Source: an optimization exercise on an open RTL-to-GDS flow (aim: small area, a short achievable clock period and few clock cycles). Production flows keep margins and buffers that such runs may drop.
At most, simulation tests tie the RTL to the original design; equivalence was not proved.
Power is estimated from default activity; no workload was simulated.

## v34
==> flow/design.v <==
module nibbler_enc (
    input  wire        clk,
    input  wire        rst,         
    input  wire        start,
    input  wire [13:0] len,         
    output wire [12:0] in_addr,
    input  wire [7:0]  in_data,
    output reg         out_we,
    output reg  [13:0] out_addr,
    output reg  [7:0]  out_data,
    output wire        busy,
    output reg         done,
    output wire [13:0] written      
);
    localparam [1:0] S_IDLE = 2'd0,
                     S_LIT  = 2'd1,    
                     S_RUN  = 2'd2,    
                     S_END  = 2'd3;    
    reg [1:0]  state;
    reg [12:0] ra;         
    reg [1:0]  kc;         
    reg [7:0]  r0, r1, r2;
    reg        e01, e12, e23;    
    reg        mv0;              
    reg [13:0] rem;        
    reg [13:0] c;          
    reg [1:0]  lph;        
    reg        fm1;        
    reg        f63;        
    reg        ce;         
    reg [1:0]  lm;         
    reg        lead;       
    reg [1:0]  mark;
    reg [13:0] wp;         
    reg [13:0] ocur0;      
    reg        slot_v;
    reg [13:0] slot_pos;
    reg [3:0]  slot_hi;
    reg        pv;         
    reg [13:0] paddr;
    reg [7:0]  pdata;
    reg        eph;        
    assign busy    = (state != S_IDLE);
    assign in_addr = ra;
    assign written = wp;
    wire valid = ~kc[1];
    wire rem_ok = ~rem[13];                         
    wire rsa    = rem_ok & e01 & e12 & e23 & mv0;   
    wire chunk_end = ce;
    wire pre    = ~(lph[1] & lph[0]);
    wire c_m1   = fm1;                              
    wire c_63   = f63;                              
    wire [3:0] n0 = (lm == 2'd0) ? {1'b0, c[2:0]} :
                    (lm == 2'd1) ? {2'b10, c[5:4]} : {3'b110, c[12]};
    wire [3:0] n1 = (lm == 2'd1) ? c[3:0] : c[11:8];
    wire [3:0] n2 = c[7:4];
    wire [3:0] n3 = c[3:0];
    wire [1:0] nb = (lm == 2'd2) ? 2'd2 : (lm == 2'd1) ? 2'd1 : {1'b0, ~slot_v};
    wire act     = valid & ((state == S_LIT) | (state == S_RUN));
    wire in_lit  = act & (state == S_LIT);
    wire in_run  = act & (state == S_RUN);
    wire lit_pre_ld = in_lit & ~lph[1];                        
    wire lit_first  = in_lit & lph[1] & ~lph[0];               
    wire lead_hit   = lit_first & lead & rem_ok & e01 & e12 & mv0;
    wire lit_steady = in_lit & ~pre;
    wire lit_endc   = lit_steady & chunk_end;
    wire lit_endr   = lit_steady & ~chunk_end & rsa;
    wire lit_go     = lit_steady & ~chunk_end & ~rsa;
    wire rs1        = lit_go & c_m1 & (lm == 2'd0) & slot_v;
    wire rs2        = lit_go & c_63 & (lm == 2'd1);
    wire restart    = rs1 | rs2;
    wire litw       = (lit_first & ~lead_hit) | (lit_go & ~restart);
    wire run_go     = in_run & rem_ok & e01;
    wire run_end    = in_run & ~(rem_ok & e01);
    wire fe         = lit_endc | lit_endr | run_end;   
    wire [13:0] fo  = (state == S_RUN) ? wp : ocur0;
    wire [13:0] fo1 = fo + 14'd1;
    reg         w1v, w2v;
    reg  [13:0] w1a, w2a;
    reg  [7:0]  w1d, w2d;
    reg         ns_v;
    reg  [13:0] ns_pos;
    reg  [3:0]  ns_hi;
    always @* begin
        w1v = 1'b0; w2v = 1'b0;
        w1a = fo;   w2a = fo1;
        w1d = {n0, n1}; w2d = {n2, n3};
        ns_v = 1'b0; ns_pos = fo; ns_hi = n0;
        if (slot_v) begin
            w1v = 1'b1;
            w1a = slot_pos;
            w1d = {slot_hi, n0};
            if (lm == 2'd1) begin
                ns_v = 1'b1; ns_pos = fo; ns_hi = n1;
            end else if (lm == 2'd2) begin
                w2v = 1'b1; w2a = fo; w2d = {n1, n2};
                ns_v = 1'b1; ns_pos = fo1; ns_hi = n3;
            end
        end else begin
            if (lm == 2'd0) begin
                ns_v = 1'b1; ns_pos = fo; ns_hi = n0;
            end else begin
                w1v = 1'b1;
                w2v = (lm == 2'd2);
            end
        end
    end
    wire [13:0] bodylen = wp - 14'd2;
    always @(posedge clk) begin
        out_we <= 1'b0;
        done   <= 1'b0;
        r0  <= in_data;
        r1  <= r0;
        r2  <= r1;
        e01 <= (in_data == r0);
        e12 <= e01;
        e23 <= e12;
        mv0 <= (in_data == 8'h00) | (in_data == 8'hFF);
        if (state == S_LIT || state == S_RUN) begin
            ra <= ra + 13'd1;
            kc <= {kc[0], 1'b0};
        end
        if (act) begin
            rem <= rem - 14'd1;
            c   <= c + 14'd1;
            fm1 <= (c == 14'h3FFE);
            f63 <= (c == 14'd62);
            ce  <= (rem == 14'h3FFB);
            if (state == S_LIT && lph != 2'd3) lph <= lph + 2'd1;
        end
        if (litw) begin
            out_we   <= 1'b1;
            out_addr <= wp;
            out_data <= r2;
            wp       <= wp + 14'd1;
        end else if (fe) begin
            if (pv) begin
                out_we   <= 1'b1;
                out_addr <= paddr;
                out_data <= pdata;
                pv       <= w1v;
                paddr    <= w1a;
                pdata    <= w1d;
            end else begin
                out_we   <= w1v;
                out_addr <= w1a;
                out_data <= w1d;
                pv       <= w2v;
                paddr    <= w2a;
                pdata    <= w2d;
            end
        end else if (pv) begin
            out_we   <= 1'b1;
            out_addr <= paddr;
            out_data <= pdata;
            pv       <= 1'b0;
        end
        if (fe) begin
            slot_v   <= ns_v;
            slot_pos <= ns_pos;
            slot_hi  <= ns_hi;
        end
        if (lit_pre_ld)
            wp <= ocur0 + {12'd0, nb};
        if (lit_first)
            lead <= 1'b0;
        if (lead_hit) begin
            state <= S_RUN;
            c     <= 14'h3FFB;           
            lm    <= 2'd0;
            mark  <= {1'b0, r0[0]};
            wp    <= ocur0;
            fm1   <= 1'b0;
            f63   <= 1'b0;
        end
        if (lit_go & ~restart & c_m1 & (lm == 2'd0))
            lm <= 2'd1;
        if (restart) begin
            lm  <= rs1 ? 2'd1 : 2'd2;
            c   <= 14'h3FF5;             
            lph <= 2'd0;
            fm1 <= 1'b0;
            f63 <= 1'b0;
            ce  <= 1'b0;
            kc  <= 2'b11;
            ra  <= ra - (rs1 ? 13'd12 : 13'd76);
            rem <= rem + (rs1 ? 14'd10 : 14'd74);
        end
        if (lit_endr) begin
            state <= S_RUN;
            c     <= 14'h3FFB;           
            fm1   <= 1'b0;
            f63   <= 1'b0;
            lm    <= 2'd0;
        end
        if (lit_endc) begin
            state <= S_END;
        end
        if (run_go) begin
            if (c_m1) lm <= 2'd1;
            if (c_63) lm <= 2'd2;
        end
        if (run_end) begin
            state <= S_LIT;
            c     <= 14'h3FF6;           
            lph   <= 2'd1;
            fm1   <= 1'b0;
            f63   <= 1'b0;
            lm    <= 2'd0;
            ocur0 <= wp + {12'd0, nb};
        end
        if (state == S_END && !pv) begin
            if (slot_v) begin
                out_we   <= 1'b1;
                out_addr <= slot_pos;
                out_data <= {slot_hi, 4'd0};
                slot_v   <= 1'b0;
            end else if (!eph) begin
                out_we   <= 1'b1;
                out_addr <= 14'd0;
                out_data <= {mark, bodylen[13:8]};
                eph      <= 1'b1;
            end else begin
                out_we   <= 1'b1;
                out_addr <= 14'd1;
                out_data <= bodylen[7:0];
                done     <= 1'b1;
                state    <= S_IDLE;
            end
        end
        if (state == S_IDLE && start) begin
            mark   <= 2'b10;
            slot_v <= 1'b0;
            pv     <= 1'b0;
            eph    <= 1'b0;
            ocur0  <= 14'd2;
            wp     <= 14'd2;
            ra     <= 13'd0;
            kc     <= 2'b11;
            c      <= 14'h3FF5;          
            lph    <= 2'd0;
            fm1    <= 1'b0;
            f63    <= 1'b0;
            ce     <= 1'b0;
            lm     <= 2'd0;
            lead   <= 1'b1;
            rem    <= len - 14'd4;
            state  <= (len == 14'd0) ? S_END : S_LIT;
        end
        if (rst) begin
            state  <= S_IDLE;
            out_we <= 1'b0;
            done   <= 1'b0;
        end
    end
endmodule
export LEC_CHECK = 0
export CAP_MARGIN = 20
export CORE_MARGIN = 2
export CORE_UTILIZATION = 40
export SETUP_SLACK_MARGIN = 2.5
export SLEW_MARGIN = 20
create_clock -name core_clock -period 5.0 [get_ports {clk}]
run.sh (not shown) runs the stock make flow with config.mk's settings and CLKGATE_MAP_FILE= SYNTH_SCRIPT=/design/flow/synth_recipe.tcl, a recipe that flattens the netlist after the stock synthesis.
The flow did not stop early for v34: all stages ran, and the layout cleared the timing, design-rule and antenna checks.
### v34 -> v11
# v34
export LEC_CHECK = 0
export CAP_MARGIN = 20
export CORE_MARGIN = 2
export CORE_UTILIZATION = 40
export SETUP_SLACK_MARGIN = 2.5
export SLEW_MARGIN = 20
create_clock -name core_clock -period 5.0 [get_ports {clk}]
# v11
export LEC_CHECK = 0
export CAP_MARGIN = 20
export CORE_MARGIN = 2
export CORE_UTILIZATION = 40
export SETUP_SLACK_MARGIN = 3.5
export SLEW_MARGIN = 20
create_clock -name core_clock -period 5.0 [get_ports {clk}]
v11: PASS, flow complete, no timing, DRC or antenna violations. v11 ended up with lm[0] as its first element of the critical path; v34 ended up with state[1]. Note that the total leakage power recorded for v34 amounts to 0.77 times the value seen in v11. Of v11 and v34, it is v11 that has the higher non-clock buffer share of cell area. Placed wire-length estimate after detailed placement shrinks by a few percent when moving from v34 to v11. Summary of v11 over v34: number of clock-tree buffers in the layout level; maximum frequency moved down; post-route clock period utilization moved up; met2 routing resource usage after global routing moved up; cell area moved up. When v11 is measured against v34, its maximum net fanout on the critical path turns out 2 higher. | combined global-route utilization of all metal layers | lower: v34 |.
Modified inputs, v13 compared to v11
# v11
export LEC_CHECK = 0
export CAP_MARGIN = 20
export CORE_MARGIN = 2
export CORE_UTILIZATION = 40
export SETUP_SLACK_MARGIN = 3.5
export SLEW_MARGIN = 20
create_clock -name core_clock -period 5.0 [get_ports {clk}]
# v13
export LEC_CHECK = 0
export CAP_MARGIN = 20
export CORE_MARGIN = 2
export CORE_UTILIZATION = 40
export SETUP_SLACK_MARGIN = 1.5
export SLEW_MARGIN = 20
create_clock -name core_clock -period 5.0 [get_ports {clk}]
Notes after the runs:
- v13 | status: complete | timing, DRC, antenna: pass
- Post-synthesis mux area share came out exactly the same in v13 and v11.
- Number of gates given a new drive strength after cts in v13 vs v11: down 498
- Delta(required time of the worst setup path, v13 - v11) < 0
- Between v13 and v11, the transition time of the tightest slew-check pin is lower for v11.
No run of this note included a check of the RTL's function; only the layout flow was run.

* * *

== red ==
nibbler_enc, a different RTL version from the one above (not shown whole).
For scale: about 1600 cells after synthesis, roughly 190 flip-flops, ~77 I/O pins, ~11000 sq um of cells after synthesis.
Design nibbler_enc, start of the top module:
module nibbler_enc (
    input  wire        clk,
    input  wire        rst,         
    input  wire        start,
    input  wire [13:0] len,         
    output wire [12:0] in_addr,
    input  wire [7:0]  in_data,
    output reg         out_we,
    output reg  [13:0] out_addr,
    output reg  [7:0]  out_data,
    output wire        busy,
    output reg         done,
    output wire [13:0] written      
);
clock: 5.0 ns
lec_check: 0
abc_area: 1
cap_margin: 20
core_margin: 2
core_utilization: 40
setup_slack_margin: 2.5
slew_margin: 20
standard.sh (not shown) runs the stock make flow with config.mk's settings and CLKGATE_MAP_FILE= SYNTH_SCRIPT=/design/flow/synth_recipe.tcl, a recipe that flattens the netlist after the stock synthesis.
==> flow/flow/run.sh <==
#!/bin/bash
# The standard layout (standard.sh), except that the input and output
# port buffers are plain buffers (buf_2) instead of the default delay-buffer
# cell, so the resizer can size them like the other buffers. Every port still
# gets its own buffer. make's full output goes to make.log here; ORFS keeps
# each step's own log under orfs/logs.
set -euo pipefail
bash standard.sh "BUFFER_PORTS_ARGS=-buffer_cell sky130_fd_sc_hd__buf_2" finish > make.log 2>&1
red completed end to end with timing, DRC and antenna clean.
Testbench counts of red, summed over its fixed seeds: cycles 457,115.
> inputs changed (red -> blue)
- ABC_AREA no longer set, was 1
- SETUP_SLACK_MARGIN now 3.0, was 2.5
[summary]
The endpoint of the most critical setup path comes out written[3] in one run and written[1] in the other, namely in red and blue respectively. First-iteration DRC count: blue < red. Per the comparison of blue with red, post-synthesis cell count decreased 21%, via count went down by 1130, final critical delay including setup and external delays lost 360 ps, placed wire-length estimate after detailed placement fell about 13%, iteration count of the initial detailed-routing pass now smaller. blue closes out successfully: all stages finished, all timing, DRC and antenna checks passed. blue against red: design area now larger; die height now smaller. red → blue: floorplan die width went down by 2.9%, final instance count without filler cells went down by 308.
## Diff of input files: green against blue
- an added CTS_CLUSTER_DIAMETER of 60
- an added CTS_CLUSTER_SIZE of 40
- a change of SETUP_SLACK_MARGIN from 3.0 to 2.9
[summary]
Setup fix buffers added after clock tree synthesis (blue / green): 2.0
Non-clock buffer count in green is 53 below blue.
Going from blue to green, met2 usage fell 2.3 points, final clock period utilization by the worst path shows an increase of 0.64 points.
Modified inputs, orange compared to green
- CTS_CLUSTER_SIZE no longer set, was 40
- CTS_CLUSTER_DIAMETER no longer set, was 60
- SETUP_SLACK_MARGIN now 2.5, was 2.9
--- outcome ---
Summary of the comparison: count of non-CTS buffers in the layout is lower in orange, relative to green.
Wire length of the first global-routing pass (orange vs. green) decreases by a few percent
green has a higher non-clock buffer contribution to total cell area than orange.
NOTE cell area green->orange decreased by a few percent
Delta(total power, orange - green) > 0
Relative to green, post-layout worst setup margin decreased by 370 ps in orange.

* * *

nibbler_enc, a different RTL version from the one above (not shown whole).
Size: ~1,300 cells after synthesis, roughly 77 I/O pins.
clock: 5.0 ns
lec_check: 0
cap_margin: 20
core_margin: 2
core_utilization: 40
setup_slack_margin: 2.8
slew_margin: 20
Scripts as last shown in full above: flow/flow/run.sh
Then changed:
==> flow/run.sh (new file) <==
#!/bin/bash
# synth_recipe.tcl (not shown) runs the flow's synth.tcl, then flattens the netlist and writes it again
# the make line also repeats each setting of config.mk as NAME=value (left out here)
make -C /OpenROAD-flow-scripts/flow DESIGN_CONFIG=/design/flow/config.mk WORK_HOME=/design/flow/orfs CLKGATE_MAP_FILE= SYNTH_SCRIPT=/design/flow/synth_recipe.tcl finish
SETUP_SLACK_MARGIN = 2.5   (was 2.8)
removed: flow/flow/run.sh
removed: flow/standard.sh
Outcome: The changed run produced a clean layout. Die area stays the same. Worst setup slack gets worse by 260 ps. Register-to-register slack loses 200 ps. Final area goes down slightly. Synthesized cell count does not change. Cell count falls slightly. Sequential power barely changes. Power rose slightly. Global-route usage barely changes.
Function was not checked in any run of this note: the RTL went through the layout flow alone.

* * *

Another version of the RTL of nibbler_enc (not shown whole).
For scale: ~1300 cells after synthesis, about 0.011 sq mm of cells after synthesis.
clock: 5.0 ns
lec_check: 0
cap_margin: 20
core_margin: 2
core_utilization: 40
setup_slack_margin: 2.5
slew_margin: 20
==> flow/flow/run.sh <==
#!/bin/bash
# The standard layout (standard.sh), except that the input and output
# port buffers are plain buffers (buf_2) instead of the default delay-buffer
# cell, so the resizer can size them like the other buffers. Every port still
# gets its own buffer. make's full output goes to make.log here; ORFS keeps
# each step's own log under orfs/logs.
set -euo pipefail
bash standard.sh "BUFFER_PORTS_ARGS=-buffer_cell sky130_fd_sc_hd__buf_2" finish > make.log 2>&1
Then changed:
Settings changed: SETUP_SLACK_MARGIN 2.5 to 2.8.
Hold slack is about the same.
Synthesized area does not change.
Die area is unchanged.
Total power is higher slightly.
Combinational power is higher by a few percent.
Via count is higher slightly.
First-iteration DRC count increases by a few percent.
No functional check of the RTL was part of any run of this note.

* * *

Setup of north:
nibbler_enc with an RTL version that a note above also has.
Size in the first run: roughly 1,300 cells after synthesis, roughly 190 flip-flops, roughly 77 I/O pins, about 11,000 sq um of cells after synthesis.
export LEC_CHECK = 0
export CAP_MARGIN = 20
export CORE_MARGIN = 2
export CORE_UTILIZATION = 50
export SETUP_SLACK_MARGIN = 2.9
export SLEW_MARGIN = 20
create_clock -name core_clock -period 5.0 [get_ports {clk}]
Scripts as last shown in full above: flow/flow/run.sh
north ran to completion and came out clean on the timing, design-rule and antenna checks.
Testbench counts of north, summed over its fixed seeds: cycles 457,115.
The inputs of south differ from those of north as listed below.
Settings: swapping 50 for 40 in CORE_UTILIZATION; swapping 2.9 for 2.8 in SETUP_SLACK_MARGIN.
[summary]
Compared to north, south was floorplanned on a bigger die. north reports its type of the worst setup path as register to output pin while south reports register to register. Relative to north, worst setup slack has decreased by 110 ps in south. In south, register share of the cell area is higher than in north. In the flow results for south and north, the count of buffers not belonging to the clock network in the layout is smaller on south. Both conditions hold for south: the flow ran to the end and the final layout passed the timing, design-rule and antenna checks. Summary of south over north: share of the core filled with cells in the final layout went down 14 points; final area now smaller; worst-path maximum fanout increased by 4 relative to the old numbers; clock skew decreased 12 ps; setup TNS after final layout about even. For south, the slowest cell on the critical path was edfxtp_1, unlike north, where it was dfxtp_4. Going from north to south, sequential standard cell area shrank slightly. Of south and north, the run reporting the higher clock power share was south.
[inputs] east vs south
Settings: a change of CORE_UTILIZATION from 40 to 55.
Findings:
Each of the runs, namely south and east, reached the end of the flow and came out clean. Diff south -> east: total wire length after detailed routing went down, setup slack went down, layout overhead on the synthesized area went down, global routing usage summed across all routing layers went up, sum of internal, switching and leakage power did not really move. Max routed length per instance across south and east: east. A launching instance or port of the critical path of q[0] is what south shows, while lph[0] belongs to east. east against south; via count is down slightly. east against south: fmax lower, sequential share of layout area saw an increase.

==> separate check: timing with driven ports <==
The results above use ideal ports. As a check the final layouts listed here were re-extracted and re-timed, cells and wires unchanged. Step 1 sets driving cells, clkbuf_16 on the clock port and buf_2 on the other inputs (assumed; they add their load-dependent delay and slew). Step 2 also shifts input and output timing later by t, the mid clock arrival at the registers, as if the neighbouring blocks saw the same clock. a / b / c = ideal ports / drivers / drivers and shift; a / b = the first two.
run	t, ns	slack for setup (ns)	hold WS [ns]	latest minus earliest clock arrival (ns)	slew at the worst register clock pin (ns)
v34	0.482	2.174 / 2.174 / 1.947	0.331 / 0.331 / 0.331	0.018 / 0.017	0.09 / 0.09
v11	0.502	2.133 / 2.133 / 2.133	0.329 / 0.329 / 0.329	0.011 / 0.011	0.08 / 0.08
v13	0.484	1.723 / 1.723 / 1.723	0.330 / 0.330 / 0.330	0.014 / 0.015	0.08 / 0.08
red	0.504	2.578 / 2.525 / 2.274	0.332 / 0.332 / 0.332	0.021 / 0.021	0.09 / 0.09
blue	0.487	2.941 / 2.891 / 2.659	0.329 / 0.329 / 0.329	0.014 / 0.014	0.08 / 0.08
green	0.491	2.910 / 2.862 / 2.559	0.331 / 0.331 / 0.331	0.016 / 0.016	0.09 / 0.09
orange	0.494	2.540 / 2.491 / 2.442	0.329 / 0.329 / 0.329	0.020 / 0.019	0.09 / 0.09
the first run of note 3	0.492	2.773 / 2.725 / 2.430	0.332 / 0.332 / 0.332	0.013 / 0.012	0.09 / 0.09
the second run of note 3	0.498	2.517 / 2.473 / 2.058	0.328 / 0.328 / 0.328	0.009 / 0.010	0.08 / 0.08
the first run of note 4	0.487	2.562 / 2.514 / 2.538	0.329 / 0.329 / 0.329	0.016 / 0.016	0.09 / 0.09
the second run of note 4	0.485	2.811 / 2.782 / 2.535	0.331 / 0.331 / 0.331	0.013 / 0.013	0.08 / 0.08
north	0.486	2.937 / 2.886 / 2.578	0.328 / 0.328 / 0.328	0.028 / 0.028	0.08 / 0.08
south	0.489	2.826 / 2.782 / 2.529	0.331 / 0.331 / 0.331	0.016 / 0.016	0.09 / 0.09
east	0.485	2.810 / 2.803 / 2.468	0.329 / 0.329 / 0.329	0.015 / 0.015	0.08 / 0.08
After both steps setup and hold are still met in every run listed. The setup slack of the second run of note 3, which loses most, moves by -0.044 ns with the drivers and by -0.459 ns with both steps.
